Context: an optimization exercise on an open-source flow, tuned for small area, a short achievable clock period and few clock cycles. The choices shown serve that exercise and are no tape-out recipe.
Power is estimated from default activity; no workload was simulated.

// jvs_relay
module jvs_relay (
    input  wire       clk,
    input  wire       rst,
    input  wire       host_rx_valid,
    input  wire [7:0] host_rx_data,
    output wire       host_rx_ready,
    output wire       host_tx_valid,
    output wire [7:0] host_tx_data,
    input  wire       host_tx_ready,
    input  wire       host_tx_idle,
    input  wire       bus_rx_valid,
    input  wire [7:0] bus_rx_data,
    output wire       bus_rx_ready,
    output wire       bus_tx_valid,
    output wire [7:0] bus_tx_data,
    input  wire       bus_tx_ready,
    input  wire       bus_tx_idle,
    output reg        bus_dir,
    input  wire       bus_sense,
    output reg        status,
    output reg        diag_req,
    output reg  [3:0] diag_code,
    input  wire       diag_done
);
    localparam [7:0] SYNC = 8'hE0;
    localparam [7:0] ESC  = 8'hD0;
    localparam integer LK = 3;
    localparam integer K  = 1 << LK;
    localparam integer LR = 8 - LK;
    localparam integer NR = 1 << LR;
    localparam integer Q  = 8;           
    reg        hrx_rdy;       
    reg        brx_rdy;       
    reg        btx_on;        
    reg        htx_on;        
    reg        btx_vld;       
    reg        htx_vld;       
    reg        hunting;       
    reg        pend;          
    reg        pos_node;      
    reg        pos_len;       
    reg        dlast;         
    reg  [7:0] raw_q;         
    reg        lg_q;          
    reg        pn_q;          
    reg        at_node_q;     
    reg        at_len_q;      
    reg        sync_q;        
    reg  [7:0] sum;           
    reg  [1:0] didx;          
    reg        rb;            
    reg  [7:0] node_q;
    reg  [7:0] len_q;
    reg  [7:0] rem;           
    reg [LK-1:0] ph;          
    reg [LK-1:0] tau0;        
    reg  [7:0] wcnt;          
    reg  [7:0] rcnt;          
    reg  [7:0] tx_q;          
    reg        half1;         
    reg        esc_e0;        
    reg        last_q;        
    reg  [1:0] hdr;           
    reg  [Q-1:0] qv;          
    reg  [7:0] hq [0:Q-1];    
    reg  [Q-1:0] hl;          
    reg  [7:0] rd_q;          
    reg        rl_q;          
    reg        rdv_q;         
    assign host_rx_ready = hrx_rdy;
    assign bus_rx_ready  = brx_rdy;
  ...
Size in the first run: about 3800 cells after synthesis, ~58000 µm² of cells after synthesis.
Settings: LEC_CHECK=0, ABC_CLOCK_PERIOD_IN_PS=2500, CAP_MARGIN=20, CORE_MARGIN=2, CORE_UTILIZATION=40, CTS_CLUSTER_DIAMETER=50, CTS_CLUSTER_SIZE=30, SLEW_MARGIN=20, TNS_END_PERCENT=100; clock period 10.0 ns.
standard.sh (not shown) runs the stock make flow with config.mk's settings and CLKGATE_MAP_FILE= SYNTH_SCRIPT=/design/flow/synth_recipe.tcl, a recipe that flattens the netlist after the stock synthesis.
==> flow/flow/run.sh <==
#!/bin/bash
set -euo pipefail
bash standard.sh SETUP_SLACK_MARGIN=7 finish > standard_flow.log 2>&1
==> next run, changes <==
--- a/flow/design.v
+++ b/flow/design.v
@@ -56,17 +56,17 @@
     reg [LK-1:0] tau0;        
     reg  [7:0] wcnt;          
     reg  [7:0] rcnt;          
     reg  [7:0] tx_q;          
     reg        half1;         
     reg        esc_e0;        
     reg        last_q;        
     reg  [1:0] hdr;           
-    reg  [Q-1:0] qv;          
+    reg  [3:0] cnt;           
     reg  [7:0] hq [0:Q-1];    
     reg  [Q-1:0] hl;          
     reg  [7:0] rd_q;          
     reg        rl_q;          
     reg        rdv_q;         
     assign host_rx_ready = hrx_rdy;
     assign bus_rx_ready  = brx_rdy;
     assign host_tx_valid = htx_vld;
@@ -112,18 +112,19 @@
     wire [LR-1:0] wrow = wcnt[7:LK];
     wire       tx_on   = btx_on | htx_on;
     wire       tx_full = btx_vld | htx_vld;
     wire       tx_fire = (btx_vld & bus_tx_ready) | (htx_vld & host_tx_ready);
     wire       free    = !tx_full || tx_fire;
     wire       hold2   = tx_full && half1;                
     wire       ending  = tx_full && !half1 && last_q;      
     wire       load    = free && !hold2 && !ending;       
-    wire       pop     = load && hdr[1] && qv[0];
-    wire       room    = pop ? !(qv[Q-1] && rdv_q) : !(qv[Q-1] || (qv[Q-2] && rdv_q));
+    wire       pop     = load && hdr[1] && (cnt != 4'd0);
+    wire [3:0] occ     = cnt + {3'b000, rdv_q} - {3'b000, pop};
+    wire       room    = (occ < Q);
     wire [LK-1:0] rslot = tau0 + rcnt[LK-1:0] + 1'b1;
     wire       more    = (rcnt != len_q);
     wire       cap     = more && room && (rcnt != wcnt) && (ph == rslot);
     wire       push    = rdv_q;
     wire [7:0] tap [0:NR-1];
     genvar r;
     generate
         for (r = 0; r < NR; r = r + 1) begin : g_ring
@@ -135,18 +136,17 @@
         end
     endgenerate
     wire [7:0] arr_out = tap[rcnt[7:LK]];
     wire [7:0] len_m1     = len_q - 8'd1;
     wire       fetch_last = (rcnt == len_m1);
     wire [7:0] h0         = hdr[1] ? hq[0] : (hdr[0] ? len_q : node_q);
     wire       h0_last    = hdr[1] ? hl[0] : (hdr[0] && (len_q == 8'd0));
     wire       h0_esc     = (h0 == 8'hD0) || (h0 == 8'hE0);
-    wire [Q:0]   qv_lo    = {qv, 1'b1};            
-    wire [Q:0]   qv_hi    = {1'b0, qv};            
+    wire [3:0] cnt_pop    = cnt - {3'b000, pop};
     integer i;
     always @(posedge clk) begin
         ph <= ph + 1'b1;
         for (s = 1; s < K; s = s + 1) begin
             dl[s] <= (s == 1) ? val_q : dl[s-1];
             dv[s] <= dpend[s-1] && !(wen && wtake[s-1]);
         end
         if (wen) begin
@@ -270,55 +270,47 @@
                     half1 <= 1'b0;
                 end else if (ending) begin
                     btx_on  <= 1'b0;
                     htx_on  <= 1'b0;
                     btx_vld <= 1'b0;
                     htx_vld <= 1'b0;
                     tx_q    <= SYNC;
                     last_q  <= 1'b0;
-                end else if (!hdr[1] || qv[0]) begin
+                end else if (!hdr[1] || cnt != 4'd0) begin
                     tx_q    <= h0_esc ? ESC : h0;
                     half1   <= h0_esc;
                     esc_e0  <= h0[5];
                     last_q  <= h0_last;
                     btx_vld <= btx_on;
                     htx_vld <= htx_on;
                     if (!hdr[1])
                         hdr <= hdr + 2'd1;
                 end else begin
                     btx_vld <= 1'b0;
                     htx_vld <= 1'b0;
                 end
             end
             for (i = 0; i < Q; i = i + 1) begin
-                if (pop) begin
-                    if (push && qv_hi[i] && !qv_hi[i+1]) begin
-                        hq[i] <= rd_q;
-                        hl[i] <= rl_q;
-                    end else if (i < Q - 1) begin
-                        hq[i] <= hq[i+1];
-                        hl[i] <= hl[i+1];
-                    end
-                end else if (push && qv_lo[i] && !qv_hi[i]) begin
+                if (push && cnt_pop == i) begin
                     hq[i] <= rd_q;
                     hl[i] <= rl_q;
+                end else if (pop && i < Q - 1) begin
+                    hq[i] <= hq[i+1];
+                    hl[i] <= hl[i+1];
                 end
             end
-            if (pop && !push)
-                qv <= {1'b0, qv[Q-1:1]};
-            else if (push && !pop)
-                qv <= {qv[Q-2:0], 1'b1};
+            cnt <= cnt_pop + {3'b000, push};
             rd_q  <= arr_out;
             rl_q  <= fetch_last;
             rdv_q <= cap;
             if (cap)
                 rcnt <= rcnt + 8'd1;
             if (lg_q && at_len_q) begin
-                qv   <= {Q{1'b0}};
+                cnt  <= 4'd0;
                 rcnt <= 8'd0;
                 wcnt <= 8'd0;
                 dv   <= {(K-1){1'b0}};
                 rdv_q <= 1'b0;
             end
             if (bus_dir && !btx_on && bus_tx_idle) begin
                 bus_dir <= 1'b0;
                 brx_rdy <= 1'b1;
Result: Power goes down by a few percent. Clock power falls by roughly a tenth. Routed wire length falls slightly. Synthesized cell count rises by a few percent. Sequential share of layout area came out higher by 1.6 points. Core utilization is lower by 0.46 points. Setup slack degrades by 210 ps. Area after synthesis came out lower slightly. Fmax is lower by a few percent. Critical path depth decreases by 3.
No run of this note included a check of the RTL's function; only the layout flow was run.

static timing again, ports no longer ideal:
Ports are ideal in the flow. The routed layouts listed here were re-timed in OpenROAD.
Step 1 (the two cells are an assumption about what drives the block):
set clk [get_ports {clk}]
set_driving_cell -lib_cell sky130_fd_sc_hd__clkbuf_16 $clk
set_driving_cell -lib_cell sky130_fd_sc_hd__buf_2 [delete_from_list [all_inputs] $clk]
Step 2 also shifts input and output timing later by t, the mid clock arrival at the registers, as if the neighbouring blocks saw the same clock.
Three values: ideal, step 1, step 2; two values: the first two.
run | shift t [ns] | setup slack, ns | worst setup path at the end | slew at the worst register clock pin (ns) | cell pins on the clock port's net
the first run | 0.855 | 6.455 / 6.455 / 5.832 | input to register | 0.11 / 0.11 | 1
the second run | 0.820 | 6.240 / 6.282 / 5.462 | input to register | 0.11 / 0.11 | 1
After both steps setup and hold are still met in every run listed. For the second run, which loses most, drivers alone change the setup slack by +0.042 ns; drivers and shift together by -0.778 ns.
